Source: an optimization exercise on an open RTL-to-GDS flow (aim: small area, a short achievable clock period and few clock cycles per item). Production flows keep margins and buffers that such runs may drop.
Only simulation tests tie the RTL to the original design; equivalence was not proved.

==> run a: inputs <==
Design scrypt_pbkdf2, start of the top module:
module scrypt_pbkdf2 (
    input  wire          clk,
    input  wire          rst,         
    input  wire          in_valid,
    output wire          in_ready,
    input  wire          in_mode,     
    input  wire [639:0]  in_hdr,
    input  wire [1023:0] in_b,
    output wire          out_valid,
    input  wire          out_ready,
    output wire [1023:0] out_data
);
==> module sha256_round, before the edit <==
module sha256_round (
    input  wire [31:0] a_i, b_i, c_i, d_i, e_i, f_i, g_i,
    input  wire [31:0] p0_i,
    input  wire [31:0] p1_i,
    output wire [255:0] s_o           
);
    function [31:0] bsig0(input [31:0] x);
        bsig0 = {x[1:0], x[31:2]} ^ {x[12:0], x[31:13]} ^ {x[21:0], x[31:22]};
    endfunction
    function [31:0] bsig1(input [31:0] x);
        bsig1 = {x[5:0], x[31:6]} ^ {x[10:0], x[31:11]} ^ {x[24:0], x[31:25]};
    endfunction
    function [31:0] ch(input [31:0] x, input [31:0] y, input [31:0] z);
        ch = (x & y) ^ (~x & z);
    endfunction
    function [31:0] maj(input [31:0] x, input [31:0] y, input [31:0] z);
        maj = (x & y) | (x & z) | (y & z);
    endfunction
    function [63:0] csa(input [31:0] x, input [31:0] y, input [31:0] z);
        csa = {((x & y) | (x & z) | (y & z)) << 1, x ^ y ^ z};
    endfunction
    wire [63:0] ta  = csa(p0_i, bsig1(e_i), ch(e_i, f_i, g_i));           
    wire [63:0] ea  = csa(d_i, ta[31:0], ta[63:32]);                     
    wire [31:0] e1  = ea[31:0] + ea[63:32];
    wire [63:0] aa0 = csa(bsig0(a_i), maj(a_i, b_i, c_i), ta[31:0]);
    wire [63:0] aa1 = csa(aa0[31:0], aa0[63:32], ta[63:32]);            
    wire [31:0] a1  = aa1[31:0] + aa1[63:32];
    wire [63:0] tb  = csa(p1_i, bsig1(e1), ch(e1, e_i, f_i));
    wire [63:0] eb  = csa(c_i, tb[31:0], tb[63:32]);
    wire [31:0] e2  = eb[31:0] + eb[63:32];
    wire [63:0] ab0 = csa(bsig0(a1), maj(a1, a_i, b_i), tb[31:0]);
    wire [63:0] ab1 = csa(ab0[31:0], ab0[63:32], tb[63:32]);
    wire [31:0] a2  = ab1[31:0] + ab1[63:32];
    assign s_o = {a2, a1, a_i, b_i, e2, e1, e_i, f_i};
endmodule
make LEC_CHECK=0 CAP_MARGIN=20 CORE_AREA='5 5 995 995' DIE_AREA='0 0 1000 1000' PLACE_DENSITY=0.5 SLEW_MARGIN=20 finish   # period 24.0 ns
run.sh (not shown) runs the stock make flow with config.mk's settings and CLKGATE_MAP_FILE= SYNTH_SCRIPT=/design/flow/synth_recipe.tcl, a recipe that flattens the netlist after the stock synthesis.
==> run b: changes against run a <==
--- a/flow/design.v
+++ b/flow/design.v
@@ -63,18 +63,29 @@
     endfunction
     wire [63:0] ta  = csa(p0_i, bsig1(e_i), ch(e_i, f_i, g_i));           
     wire [63:0] ea  = csa(d_i, ta[31:0], ta[63:32]);                     
-    wire [31:0] e1  = ea[31:0] + ea[63:32];
+    wire [31:0] e1;
+    add32 u_e1 (.x_i(ea[31:0]), .y_i(ea[63:32]), .s_o(e1));
     wire [63:0] aa0 = csa(bsig0(a_i), maj(a_i, b_i, c_i), ta[31:0]);
     wire [63:0] aa1 = csa(aa0[31:0], aa0[63:32], ta[63:32]);            
-    wire [31:0] a1  = aa1[31:0] + aa1[63:32];
+    wire [31:0] a1;
+    add32 u_a1 (.x_i(aa1[31:0]), .y_i(aa1[63:32]), .s_o(a1));
     wire [63:0] tb  = csa(p1_i, bsig1(e1), ch(e1, e_i, f_i));
     wire [63:0] eb  = csa(c_i, tb[31:0], tb[63:32]);
-    wire [31:0] e2  = eb[31:0] + eb[63:32];
+    wire [31:0] e2;
+    add32 u_e2 (.x_i(eb[31:0]), .y_i(eb[63:32]), .s_o(e2));
     wire [63:0] ab0 = csa(bsig0(a1), maj(a1, a_i, b_i), tb[31:0]);
     wire [63:0] ab1 = csa(ab0[31:0], ab0[63:32], tb[63:32]);
-    wire [31:0] a2  = ab1[31:0] + ab1[63:32];
+    wire [31:0] a2;
+    add32 u_a2 (.x_i(ab1[31:0]), .y_i(ab1[63:32]), .s_o(a2));
     assign s_o = {a2, a1, a_i, b_i, e2, e1, e_i, f_i};
 endmodule
+module add32 (
+    input  wire [31:0] x_i,
+    input  wire [31:0] y_i,
+    output wire [31:0] s_o
+);
+    assign s_o = x_i + y_i;
+endmodule
 module scrypt_pbkdf2 (
     input  wire          clk,
     input  wire          rst,         
==> flow/flow/run.sh (new file) <==
#!/bin/bash
# The standard layout (the standard.sh: standard synthesis, floorplan,
# placement, CTS, routing) with three changes to how it is made:
#  - the resizer's timing repair aims at a setup slack margin, so that it
#    sizes and buffers the critical paths for a shorter achieved period;
#  - every input and output port still gets its buffer, but a plain buf_1
#    instead of the delay-buffer cell buffer_ports picks by default;
#  - after global placement, move_bufs.tcl pulls input port buffers that
#    landed far from their pins back towards them (antenna safety of the
#    undriven pin nets).
# The clock period and the constraints are the design's own (constraint.sdc
# is used unchanged). make's full output goes to run_make.log, each step's to
# orfs/logs/.
set -euo pipefail
bash standard.sh SETUP_SLACK_MARGIN=16 \
  'BUFFER_PORTS_ARGS=-buffer_cell sky130_fd_sc_hd__buf_1' \
  "POST_GLOBAL_PLACE_TCL=$(pwd)/flow/move_bufs.tcl" \
  finish > run_make.log 2>&1
==> flow/flow/move_bufs.tcl (new file) <==
# Sourced after global placement (ORFS hook POST_GLOBAL_PLACE_TCL).
# An input port's net runs from the pin to the port's buffer, with no driver
# cell on it, so a long such net is an antenna risk. Pull each input port
# buffer that global placement left far from its pin to at most MAXD from the
# pin, along the line towards where it was; detailed placement legalizes.
set maxd [expr {350 * 1000}]
set block [ord::get_db_block]
set core [$block getCoreArea]
set cx0 [expr {[$core xMin] + 2000}]
set cy0 [expr {[$core yMin] + 2000}]
set cx1 [expr {[$core xMax] - 6000}]
set cy1 [expr {[$core yMax] - 6000}]
set moved 0
foreach bterm [$block getBTerms] {
  if {[$bterm getIoType] != "INPUT"} { continue }
  set net [$bterm getNet]
  if {$net == "NULL"} { continue }
  set iterms [$net getITerms]
  if {[llength $iterms] != 1} { continue }
  set inst [[lindex $iterms 0] getInst]
  if {[$inst isFixed]} { continue }
  set bb [$bterm getBBox]
  set px [expr {([$bb xMin] + [$bb xMax]) / 2}]
  set py [expr {([$bb yMin] + [$bb yMax]) / 2}]
  set loc [$inst getLocation]
  set ix [lindex $loc 0]
  set iy [lindex $loc 1]
  set d [expr {abs($ix - $px) + abs($iy - $py)}]
  if {$d <= $maxd} { continue }
  set f [expr {double($maxd) / $d}]
  set nx [expr {int($px + ($ix - $px) * $f)}]
  set ny [expr {int($py + ($iy - $py) * $f)}]
  set nx [expr {max($cx0, min($nx, $cx1))}]
  set ny [expr {max($cy0, min($ny, $cy1))}]
  $inst setLocation $nx $ny
  incr moved
}
puts "move_bufs: moved $moved input port buffers to within [expr {$maxd / 1000}] um of their pins"
==> flow/standard.sh (new file) <==
#!/bin/bash
# synth_recipe.tcl (not shown) runs the flow's synth.tcl, then flattens the netlist and writes it again
# the make line also repeats each setting of config.mk as NAME=value (left out here)
make -C /OpenROAD-flow-scripts/flow DESIGN_CONFIG=/design/flow/config.mk WORK_HOME=/design/flow/orfs CLKGATE_MAP_FILE= SYNTH_SCRIPT=/design/flow/synth_recipe.tcl "${@:-finish}"
- CAP_MARGIN: 20 -> 35
- PLACE_DENSITY: 0.5 -> 0.4
- SLEW_MARGIN: 20 -> 35
- SYNTH_HIERARCHICAL: default -> 1
- SYNTH_MINIMUM_KEEP_SIZE: default -> 0
removed: flow/run.sh
==> run c: changes against run a <==
--- a/flow/design.v
+++ b/flow/design.v
@@ -63,18 +63,29 @@
     endfunction
     wire [63:0] ta  = csa(p0_i, bsig1(e_i), ch(e_i, f_i, g_i));           
     wire [63:0] ea  = csa(d_i, ta[31:0], ta[63:32]);                     
-    wire [31:0] e1  = ea[31:0] + ea[63:32];
+    wire [31:0] e1;
+    add32 u_e1 (.x_i(ea[31:0]), .y_i(ea[63:32]), .s_o(e1));
     wire [63:0] aa0 = csa(bsig0(a_i), maj(a_i, b_i, c_i), ta[31:0]);
     wire [63:0] aa1 = csa(aa0[31:0], aa0[63:32], ta[63:32]);            
-    wire [31:0] a1  = aa1[31:0] + aa1[63:32];
+    wire [31:0] a1;
+    add32 u_a1 (.x_i(aa1[31:0]), .y_i(aa1[63:32]), .s_o(a1));
     wire [63:0] tb  = csa(p1_i, bsig1(e1), ch(e1, e_i, f_i));
     wire [63:0] eb  = csa(c_i, tb[31:0], tb[63:32]);
-    wire [31:0] e2  = eb[31:0] + eb[63:32];
+    wire [31:0] e2;
+    add32 u_e2 (.x_i(eb[31:0]), .y_i(eb[63:32]), .s_o(e2));
     wire [63:0] ab0 = csa(bsig0(a1), maj(a1, a_i, b_i), tb[31:0]);
     wire [63:0] ab1 = csa(ab0[31:0], ab0[63:32], tb[63:32]);
-    wire [31:0] a2  = ab1[31:0] + ab1[63:32];
+    wire [31:0] a2;
+    add32 u_a2 (.x_i(ab1[31:0]), .y_i(ab1[63:32]), .s_o(a2));
     assign s_o = {a2, a1, a_i, b_i, e2, e1, e_i, f_i};
 endmodule
+module add32 (
+    input  wire [31:0] x_i,
+    input  wire [31:0] y_i,
+    output wire [31:0] s_o
+);
+    assign s_o = x_i + y_i;
+endmodule
 module scrypt_pbkdf2 (
     input  wire          clk,
     input  wire          rst,         
==> flow/flow/run.sh (new file) <==
#!/bin/bash
# The standard layout (the standard.sh: standard synthesis, floorplan,
# placement, CTS, routing) with three changes to how it is made:
#  - the resizer's timing repair aims at a setup slack margin, so that it
#    sizes and buffers the critical paths for a shorter achieved period;
#  - every input and output port still gets its buffer, but a plain buf_1
#    instead of the delay-buffer cell buffer_ports picks by default;
#  - after global placement, move_bufs.tcl pulls input port buffers that
#    landed far from their pins back towards them (antenna safety of the
#    undriven pin nets).
# The clock period and the constraints are the design's own (constraint.sdc
# is used unchanged). make's full output goes to run_make.log, each step's to
# orfs/logs/.
set -euo pipefail
bash standard.sh SETUP_SLACK_MARGIN=15 \
  'BUFFER_PORTS_ARGS=-buffer_cell sky130_fd_sc_hd__buf_1' \
  "POST_GLOBAL_PLACE_TCL=$(pwd)/flow/move_bufs.tcl" \
  finish > run_make.log 2>&1
==> flow/flow/move_bufs.tcl (new file) <==
# Sourced after global placement (ORFS hook POST_GLOBAL_PLACE_TCL).
# An input port's net runs from the pin to the port's buffer, with no driver
# cell on it, so a long such net is an antenna risk. Pull each input port
# buffer that global placement left far from its pin to at most MAXD from the
# pin, along the line towards where it was; detailed placement legalizes.
set maxd [expr {350 * 1000}]
set block [ord::get_db_block]
set core [$block getCoreArea]
set cx0 [expr {[$core xMin] + 2000}]
set cy0 [expr {[$core yMin] + 2000}]
set cx1 [expr {[$core xMax] - 6000}]
set cy1 [expr {[$core yMax] - 6000}]
set moved 0
foreach bterm [$block getBTerms] {
  if {[$bterm getIoType] != "INPUT"} { continue }
  set net [$bterm getNet]
  if {$net == "NULL"} { continue }
  set iterms [$net getITerms]
  if {[llength $iterms] != 1} { continue }
  set inst [[lindex $iterms 0] getInst]
  if {[$inst isFixed]} { continue }
  set bb [$bterm getBBox]
  set px [expr {([$bb xMin] + [$bb xMax]) / 2}]
  set py [expr {([$bb yMin] + [$bb yMax]) / 2}]
  set loc [$inst getLocation]
  set ix [lindex $loc 0]
  set iy [lindex $loc 1]
  set d [expr {abs($ix - $px) + abs($iy - $py)}]
  if {$d <= $maxd} { continue }
  set f [expr {double($maxd) / $d}]
  set nx [expr {int($px + ($ix - $px) * $f)}]
  set ny [expr {int($py + ($iy - $py) * $f)}]
  set nx [expr {max($cx0, min($nx, $cx1))}]
  set ny [expr {max($cy0, min($ny, $cy1))}]
  $inst setLocation $nx $ny
  incr moved
}
puts "move_bufs: moved $moved input port buffers to within [expr {$maxd / 1000}] um of their pins"
==> flow/standard.sh (new file) <==
#!/bin/bash
# synth_recipe.tcl (not shown) runs the flow's synth.tcl, then flattens the netlist and writes it again
# the make line also repeats each setting of config.mk as NAME=value (left out here)
make -C /OpenROAD-flow-scripts/flow DESIGN_CONFIG=/design/flow/config.mk WORK_HOME=/design/flow/orfs CLKGATE_MAP_FILE= SYNTH_SCRIPT=/design/flow/synth_recipe.tcl "${@:-finish}"
- CAP_MARGIN: 20 -> 35
- SLEW_MARGIN: 20 -> 35
- SYNTH_HIERARCHICAL: default -> 1
- SYNTH_MINIMUM_KEEP_SIZE: default -> 0
removed: flow/run.sh
==> comparison table <==
|  | run a | run b | run c |
|---|---|---|---|
| Vias in the first global route | 106900 | 108100 | 107200 |
| Number of clock-tree buffers in the layout | 306 | 304 | 286 |
| Hold EP | win[62] | win[75] | win[125] |
| Worst r2r src | e[12] | e[9] | hs_o0 |
| Final Max Tran Viols | 2 | 0 | 0 |
| Antenna Diode Count | 707 | 367 | 505 |
| Maximum number of pins on one net before global-route repair | 104 | 132 | 104 |
| Sum of routed wire length over all layers | 1364 mm | 1368 mm | 1411 mm |
| Placed Instance Area | 166000 um2 | 151500 um2 | 151300 um2 |
| Fraction of layout cells with a size suffix above 1 | 14.10% | 19.30% | 16.14% |
| Required time reported for the critical path endpoint | 24.83 ns | 24.88 ns | 24.80 ns |
| Worst Hold Margin | 0.2741 ns | 0.2126 ns | 0.2906 ns |
| Met1 track demand over resource | 28.87% | 29.17% | 29.20% |
| Final period utilization | 49.31% | 34.21% | 37.57% |
| Number of non-clock buffers in the layout | 3294 | 3562 | 3357 |
| Synth Instances | 10350 | 10570 | 10570 |
| Total standard cell area after synthesis | 118500 um2 | 120000 um2 | 120000 um2 |
| Count of multi-input combinational gates | 6820 | 6850 | 6850 |
| Unrepaired setup endpoints after global routing | no | yes | yes |
| Register area | 56530 um2 | 55350 um2 | 55280 um2 |
| Filler cells | 107700 | 109400 | 109500 |
| Startpoint of the worst setup timing path | e[12] | e[9] | hs_o0 |
| Inverter count of the layout excluding clock inverters | 735 | 859 | 859 |
| Status | complete, but fails checks | complete, no violations | complete, no violations |
| Reasons for failing layout checks | antenna rules, capacitance limit, slew limit | - | - |
| Routed met1 length | 483.7 mm | 495.4 mm | 493.4 mm |
Testbench counts of run a, summed over its fixed seeds: cycles 45,832, items 128.
Testbench counts of run b, summed over its fixed seeds: cycles 45,832, items 128.
Testbench counts of run c, summed over its fixed seeds: cycles 45,832, items 128.

separate check: timing with driven ports:
The flow's constraints put no driver on any port. The routed layouts listed below were extracted and timed again, unchanged, in two steps. Step 1: set_driving_cell puts a clkbuf_16 on clk and a buf_2 on each other input, an assumption about the parent block. Step 2 adds t to the input delays and takes it off the output delays; t is the mean of the earliest and latest rising clock arrival at the registers after step 1. Input paths then give back, and output paths get back, about the clock's delay inside the block. Slacks: no drivers / after step 1 / after step 2; pairs: no drivers / after step 1.
| run | t (ns) | slack for setup (ns) | hold WS [ns] | worst setup path after step 2 | clock arrival spread, ns |
|---|---|---|---|---|---|
| run a | 1.089 | 12.165 / 12.165 / 12.165 | 0.274 / 0.274 / 0.274 | register to register | 0.105 / 0.106 |
| run b | 1.079 | 15.791 / 15.791 / 15.651 | 0.213 / 0.213 / 0.213 | input to register | 0.167 / 0.168 |
| run c | 1.086 | 14.982 / 14.982 / 14.982 | 0.291 / 0.291 / 0.291 | register to register | 0.126 / 0.126 |
For run b, which loses most, drivers alone change the setup slack by 0.000 ns; drivers and shift together by -0.140 ns.
